Background: an optimization exercise with open tools, aiming at small area. Do not read the settings as production practice. In this exercise RTL edits were held to simulation tests only and were not proved equivalent to the original. The flow treats the clock pin as an ideal source, which a real chip does not have. Power figures rest on the tool's default switching activity, not on a simulated workload.

[design.v]
module cdc_codec (
    input  wire        clk,
    input  wire        rst,
    input  wire        tick,
    input  wire        rx_in,
    output wire        tx_out,
    input  wire        tx_start,
    input  wire [63:0] tx_msg,
    output reg         tx_busy,
    output wire        tx_done,
    input  wire        rx_start,
    output reg         rx_busy,
    output wire        rx_done,
    output reg         rx_valid,
    output reg  [63:0] rx_msg,
    output reg  [4:0]  rx_nnib,
    output reg  [2:0]  cause,
    output reg         cmd_reject
);
    reg [67:0] sr;      
    reg [6:0]  cnt;     
    reg [11:0] t;       
    reg [11:0] d;       
    reg [3:0]  px;      
    reg        sub;     
    reg        f1;      
    reg        f2;      
    reg        done;    
    assign tx_out  = tx_busy & f1;
    assign tx_done = done & f2;
    assign rx_done = done & ~f2;
    wire go     = tick & ~rst;
    wire idle   = ~tx_busy & ~rx_busy;
    wire acc_tx = go & idle & tx_start & ~rx_start;
    wire arm    = go & idle & rx_start & ~tx_start;
    wire arm_ok = arm & ~rx_in;
    wire arm_bz = arm & rx_in;
    wire gtx    = go & tx_busy;
    wire grx    = go & rx_busy;
    wire [11:0] t_inc  = {t[10:0], ~(t[11] ^ t[5] ^ t[3] ^ t[0])};
    wire        t_3999 = (t == 12'h834);     
    wire [11:0] d_inc  = {d[10:0], ~(d[11] ^ d[5] ^ d[3] ^ d[0])};
    wire        d_599  = (d == 12'h3af);     
    wire        d_1799 = (d == 12'h8fc);
    wire        d_2999 = (d == 12'he99);
    wire        d_1400 = (d == 12'h27e);
    wire        d_3999 = (d == 12'h41a);
    wire pphase  = cnt[6];                   
    wire cur_bit = pphase ? (px[3] ^ (&px[2:0])) : sr[67];
    wire found   = (cnt[1:0] == 2'd0) && ((sr[67:64] != 4'd0) || pphase);
    wire tx_sh   = sub ? ~found : d_2999;
    wire tx_fin  = gtx & d_2999 & (cnt == 7'd67);
    wire        cls_bit = f1 & ~d_1400;
    wire        rise    = grx & ~sub & rx_in & ~t_3999;
    wire        hi_on   = grx & sub & rx_in;          
    wire        fall    = grx & sub & ~rx_in;
    wire        rx_bit  = fall & cls_bit;
    wire        cl_win  = grx & ~sub & t_3999 | fall & ~cls_bit & t_3999;
    wire        cl_stk  = hi_on & d_3999;
    wire        close   = cl_win | cl_stk;
    wire [3:0] lst    = sr[3:0];
    wire       par_ok = (px == {~|lst[2:0], ~|lst[1:0], ~lst[0], 1'b1});
    wire       frm_ok = (cnt[1:0] == 2'd0) && (cnt != 7'd124);
    wire       good   = cl_win & frm_ok & par_ok;
    wire sh    = gtx & tx_sh | rx_bit;
    wire sh_in = rx_busy & f2;
    wire sr_h = ~(sh | acc_tx | arm_ok);
    always @(posedge clk)
        sr <= ({68{sh}} & {sr[66:0], sh_in}) | ({68{acc_tx}} & {tx_msg, 4'd0}) |
              ({68{sr_h}} & sr);
    wire       cnt_up = sh & ~(rx_busy & (cnt == 7'd65));
    wire       cnt_h  = ~(cnt_up | acc_tx | arm_ok);
    wire [6:0] cnt_n  = cnt + 7'd1;
    always @(posedge clk)
        cnt <= ({7{cnt_up}} & cnt_n) | {{5{arm_ok}}, 2'b00} | ({7{cnt_h}} & cnt);
    wire px_fb = (tx_busy & pphase) | (px[3] ^ (tx_busy ? sr[67] : f2));
    wire px_h  = ~(sh | acc_tx | arm_ok);
    always @(posedge clk)
        px <= ({4{sh}} & {px[2:0], px_fb}) | ({4{px_h}} & px);
    wire t_clr = arm_ok | rx_bit;
    wire t_up  = grx & ~t_3999 & ~t_clr;
    wire t_h   = ~(t_up | t_clr);
    always @(posedge clk)
        t <= ({12{t_up}} & t_inc) | ({12{t_h}} & t);
    wire d_clr = acc_tx | (gtx & d_2999) | rise;
    wire d_up  = (gtx | hi_on) & ~d_clr;
    wire d_h   = ~(d_up | d_clr);
    always @(posedge clk)
        d <= ({12{d_up}} & d_inc) | ({12{d_h}} & d);
    wire f1_set = acc_tx | gtx & d_2999 | hi_on & d_599;
    wire f1_clr = gtx & ((d_599 & ~cur_bit) | (d_1799 & cur_bit)) | rise;
    always @(posedge clk)
        f1 <= f1_set | (~f1_clr & f1);
    wire f2_set = tx_fin | hi_on & d_1400;
    wire f2_clr = rise | close | arm_bz;
    always @(posedge clk)
        f2 <= f2_set | (~f2_clr & f2);
    wire sub_set = acc_tx | rise;
    wire sub_clr = gtx & sub & found | arm_ok | fall;
    always @(posedge clk)
        sub <= sub_set | (~sub_clr & sub);
    always @(posedge clk)
        tx_busy <= ~rst & (acc_tx | (~tx_fin & tx_busy));
    always @(posedge clk)
        rx_busy <= ~rst & (arm_ok | (~close & rx_busy));
    always @(posedge clk)
        done <= ~rst & (tick ? (tx_fin | close | arm_bz) : done);
    always @(posedge clk)
        cmd_reject <= ~rst & (tick ? ((tx_start | rx_start) & ~idle | tx_start & rx_start) : cmd_reject);
    wire rv_upd = close | arm_bz;
    always @(posedge clk)
        rx_valid <= ~rst & (rv_upd ? good : rx_valid);
    wire [2:0] rx_cause = cl_stk ? 3'd4 : ~frm_ok ? 3'd1 : ~par_ok ? 3'd2 : 3'd0;
    wire [2:0] cause_n  = arm_bz ? 3'd5 : close ? rx_cause : 3'd0;
    wire       cause_u  = tx_fin | close | arm_bz;
    always @(posedge clk)
        cause <= {3{~rst}} & (cause_u ? cause_n : cause);
    always @(posedge clk)
        if (good) begin
            rx_msg  <= sr[67:4];
            rx_nnib <= cnt[6:2];
        end
endmodule
[flow/run.sh]
#!/bin/bash
# Layout flow: the standard flow (standard.sh) with three changes to how
# the layout is built:
#  1. after the standard synthesis, its combinational gates are mapped again
#     for area (flow/resynth.sh); the registers are left as they are;
#  2. the port buffers are the smallest buffer (buf_1);
#  3. the clock tree uses small clock buffers and no dummy balancing loads;
#     after it is built, flow/fix_clk.tcl sizes up the clock buffers whose
#     flip-flop clock pins would see a slow edge.
# Each tool's output goes to a log file in this folder.
set -euo pipefail
res=orfs/results/$FLOW_PLATFORM/cdc_codec/base
bash standard.sh synth > flow_synth.log 2>&1
bash flow/resynth.sh $res/1_2_yosys.v
rm -f $res/1_synth.odb $res/1_synth.sdc
bash standard.sh \
  BUFFER_PORTS_ARGS="-buffer_cell sky130_fd_sc_hd__buf_1" \
  POST_CTS_TCL="$PWD/flow/fix_clk.tcl" \
  CTS_ARGS="-sink_clustering_enable -repair_clock_nets -buf_list sky130_fd_sc_hd__clkbuf_4 -dont_use_dummy_load" \
  finish > flow_finish.log 2>&1
[flow/area1.abc]
strash
&get -n
&st
&syn2
&dch -f
&nf -R 2000 -a
&put
[flow/area2.abc]
strash
&get -n
&st
&syn2
&dch -f
&nf -R 1000
&put
strash
&get -n
&st
&syn2
&dch -f
&nf -R 1000
&put
[flow/area3.abc]
strash
&get -n
&deepsyn -T 60
&dch -f
&nf -R 1000
&put
[flow/fix_clk.tcl]
# POST_CTS hook: size up the clock buffers whose flip-flop clock pins would
# see a slow edge, then legalize the placement again.
proc clk_worst_sink_slew { inst } {
  set worst 0.0
  foreach out [get_pins -of_objects $inst -filter "direction==output"] {
    set net [get_nets -of_objects $out]
    foreach p [get_pins -of_objects $net -filter "direction==input"] {
      if { ![string match "*CLK" [get_full_name $p]] } { continue }
      set s [get_property $p slew_max]
      if { $s > $worst } { set worst $s }
    }
  }
  return $worst
}
for { set pass 0 } { $pass < 3 } { incr pass } {
  estimate_parasitics -placement
  set changed 0
  foreach inst [get_cells *] {
    set m [get_property $inst ref_name]
    if { $m eq "sky130_fd_sc_hd__clkbuf_4" || $m eq "sky130_fd_sc_hd__clkbuf_8" } {
      if { [clk_worst_sink_slew $inst] > 0.118 } {
        set to [expr { $m eq "sky130_fd_sc_hd__clkbuf_4" ? "sky130_fd_sc_hd__clkbuf_8" : "sky130_fd_sc_hd__clkbuf_16" }]
        puts "fix_clk: [get_full_name $inst] $m -> $to"
        replace_cell $inst $to
        incr changed
      }
    }
  }
  if { $changed == 0 } { break }
  detailed_placement
}
estimate_parasitics -placement
[flow/resynth.sh]
#!/bin/bash
# Re-map the combinational logic of the standard synthesis netlist for area.
# The flip-flops are kept as they are (same cells, same instance names); only
# the gates between them are taken apart and mapped again by ABC. Each script
# flow/area*.abc is tried and the smallest netlist is kept.
set -euo pipefail
net=$1
lib=$FLOW_HOME/platforms/$FLOW_PLATFORM/lib/sky130_fd_sc_hd__tt_025C_1v80.lib
here=$(cd "$(dirname "$0")" && pwd)
du=""
for c in $(sed -n '/DONT_USE_CELLS += /,/^#/p' $FLOW_HOME/platforms/$FLOW_PLATFORM/config.mk | grep -o 'sky130_fd_sc_hd__[a-z0-9_]*'); do
  du="$du -dont_use $c"
done
ffs=$(grep -o 'sky130_fd_sc_hd__[a-z0-9_]*df[a-z0-9_]*' $net | sort -u | tr '\n' ' ')
cp $net $net.standard
best=""
best_area=""
for script in $here/area*.abc; do
  tag=$(basename $script .abc)
  cat > resynth_$tag.ys <<X
read_liberty -ignore_miss_func -overwrite -setattr liberty_cell $lib
read_verilog $net.standard
hierarchy -top $FLOW_TOP
blackbox $ffs
flatten
opt -purge
abc -liberty $lib $du -script $script
opt_clean -purge
hilomap -singleton -hicell sky130_fd_sc_hd__conb_1 HI -locell sky130_fd_sc_hd__conb_1 LO
tee -o resynth_$tag.stat stat -liberty $lib
write_verilog -noattr -nohex -nodec resynth_$tag.v
X
  if yosys -s resynth_$tag.ys > resynth_$tag.log 2>&1; then
    area=$(grep 'Chip area' resynth_$tag.stat | awk '{print $NF}')
    nff=$(grep -c 'sky130_fd_sc_hd__[a-z0-9_]*df' resynth_$tag.v || true)
    echo "$tag area $area flops $nff" >> resynth.log
    if [[ -z "$best_area" ]] || awk "BEGIN{exit !($area < $best_area)}"; then
      best=resynth_$tag.v; best_area=$area
    fi
  fi
done
echo "kept $best ($best_area)" >> resynth.log
[[ -n "$best" ]] && cp $best $net
[standard.sh]
#!/bin/bash
# synth_recipe.tcl (not shown) runs the flow's synth.tcl, then flattens the netlist and writes it again
# the make line also repeats each setting of config.mk as NAME=value (left out here)
make -C /OpenROAD-flow-scripts/flow DESIGN_CONFIG=/design/flow/config.mk WORK_HOME=/design/flow/orfs CLKGATE_MAP_FILE= SYNTH_SCRIPT=/design/flow/synth_recipe.tcl "${@:-finish}"
[config.mk]
export PLATFORM = sky130hd
export DESIGN_NAME = cdc_codec
export DESIGN_NICKNAME = cdc_codec
export VERILOG_FILES = /design/flow/design.v
export SDC_FILE = /design/flow/constraint.sdc
export NUM_CORES = 4
export LEC_CHECK = 0
export ABC_AREA = 1
export CAP_MARGIN = 20
export CORE_MARGIN = 2
export CORE_UTILIZATION = 50
export PLACE_DENSITY = 0.65
export SLEW_MARGIN = 20
[constraint.sdc]
create_clock -name core_clock -period 10.0 [get_ports {clk}]
set_input_delay 2.0000 -clock core_clock [delete_from_list [all_inputs] [get_ports {clk}]]
set_output_delay 2.0000 -clock core_clock [all_outputs]
set_load 0.01 [all_outputs]
==> impl_metrics.json <==
{
  "status": "complete, no violations",
  "worstSetupStartpoint": "rst",
  "power_density_nw_per_um2": 193.0,
  "p_comb_share_pct": 10.3,
  "clk_pin_slew_ns": 0.12,
  "ant_nets": 0,
  "irDropWorstVdd_mv": 0.07033,
  "ios": 149,
  "crit_fanout": 74,
  "drt-pass1-iter-count": 6,
  "p_sw_w": 0.0003525,
  "relSlewSlack_pct": 37.86,
  "finalHoldViolCount": 0,
  "hold_start": "sr[38]",
  "grt_usage_pct": 19.87,
  "port_buffers": 148,
  "endpoint_kind": "flop",
  "synthCells": 494,
  "critPathLaunchType": "input port",
  "grt_pass1_wl_um": 20840,
  "clock_sinks": 183,
  "viasPerCell": 5.646,
  "min_path_type": "reg2reg",
  "p_seq_share_pct": 67.3,
  "placement_rows": 41,
  "swShare_pct": 24.93,
  "antenna_found_initial": 1,
  "start_util_pct": 50.79,
  "drt-total-wl_um": 13470,
  "leakage_nw": 2.614,
  "drc_errors": 0,
  "worst-endpoint-required_ns": 10.41,
  "overflow": 0,
  "fmax_ghz": 0.2238,
  "grt_pass1_vias": 4342,
  "die_width_um": 116.5,
  "die_h_um": 116.5,
  "fin_cells": 836,
  "final_common_cell": "buf_1",
  "slew_violations": 0,
  "synth.net_count": 564,
  "first_iter_violations": 794,
  "dp.final_hpwl_um": 8925,
  "p_int_w": 0.001061,
  "die-area_um2": 13580,
  "worstSetupPathType": "in2reg",
  "place_congestion": 0.8443,
  "dr_total_vias": 4720,
  "fin_crit_sh_pct": 44.68,
  "worst_pin_slew_ns": 0.9321,
  "synthesis.area_um2": 6331,
  "fin_skew_ns": 0.04328,
  "final_cell_mix": "buf_1, dfxtp_1, edfxtp_1, clkinv_1, a222oi_1",
  "setup_violations": 0,
  "rsz0062_at_grt": "false",
  "place_inst": 818,
  "drive_above_1_share_pct": 3.771,
  "fin_crit_ns": 4.468,
  "grt_max_degree": 75,
  "arrival_ns": 4.88,
  "synth-warning-count": 1,
  "postSynthAreaPerCell_um2": 12.82,
  "fin_tns_setup_ns": 0,
  "rr_startpoint": "d[10]",
  "post_drt_wl_per_cell_um": 16.11,
  "core_um2": 12470,
  "area_delta_synth_final_pct": 15.71,
  "nets": 735,
  "worstSkewPairLatency_ns": 0.56,
  "cts_tree": "built",
  "cap_violations": 0,
  "power.share.clock_pct": 22.3
}
==> layout make-up <==
type,count,area [um^2]
fillers,1091,5140
flip-flops and latches,183,4354
multi-input cells,243,1735
repair buffers,152,585.6
inverters,68,255.2
well taps,172,215.2
clock buffers,17,177.7
diodes,1,2.502
==> final timing paths <==
kind	to	slack (ns)	cells past startpoint
max reg2reg	sr[59]	6.70	11
min reg2reg	rx_msg[34]	0.42	0
min	rx_msg[34]	0.42	0
max	sr[59]	5.53	10
==> power groups by stage <==
stage	Clock [W]	Sequential [W]	Combinational, W
after floorplan	0	0.000946	0.000114
after global placement	0	0.000965	0.000140
after detailed placement	0	0.000968	0.000147
after global routing	0.000356	0.000965	0.000168
final	0.000316	0.000952	0.000146
==> metal layers <==
metal  global-route usage [%]  part of all wire, %
met3                    5.449                  7.9
met4                    7.063                  1.3
met2                    32.02                   48
met5                        0                    0
met1                    25.93                   43
==> flip-flops by register name, indices dropped and copies added (netlist names), 3 cells and up <==
name and count:
t 12, px 4, d 12, rx_msg 64
cause 3, cnt 7, rx_nnib 5, sr 68
==> worst max-delay path, stage by stage <==
cell      delay [ns]
buf_1           0.12
nor2b_1         0.44
nand2_1         0.21
or3_1           0.41
nand2_2         0.08
buf_4           0.61
nor3_2          0.08
buf_4           0.36
a222oi_1        0.42
clkinv_1        0.10
==> per-stage QoR <==
| stage | util [%] | worst slack [ns] | total power [W] | instance area (um^2) | hold WS [ns] |
|---|---|---|---|---|---|
| final | 58.77 | 5.532 | 0.001414 | 7326 | 0.4217 |
| after global routing | 58.77 | 5.236 | 0.001488 | 7326 | 0.4373 |
| after detailed placement | 57.32 | 4.986 | 0.001115 | 7146 | 0.4386 |
| after global placement | 57.32 | 5.107 | 0.001105 | 7146 | 0.4386 |
| after floorplan | - | 1.525 | 0.001061 | 6331 | 0.4292 |

==> static timing again, ports no longer ideal <==
Ports are ideal in the flow. The routed layout listed here was re-timed in OpenROAD.
Step 1, drivers: a clkbuf_16 drives clk and a buf_2 each remaining input, both assumed.
Step 2 times the ports against the registers' clock, not the clock port: input delays grow and output delays shrink by t, the midpoint of the rising clock arrivals with the driver on.
Three values: ideal ports, drivers, drivers and shift; two values: the first two.
shift t [ns]: 0.573
setup slack, ns: 5.532 / 5.545 / 4.972
latest minus earliest clock arrival (ns): 0.044 / 0.044
worst slew at a driven data input, ns: 0.06
pins driven straight from the clock port: 1
After both steps setup and hold are still met in this run. For this run, drivers alone change the setup slack by +0.013 ns; drivers and shift together by -0.560 ns.
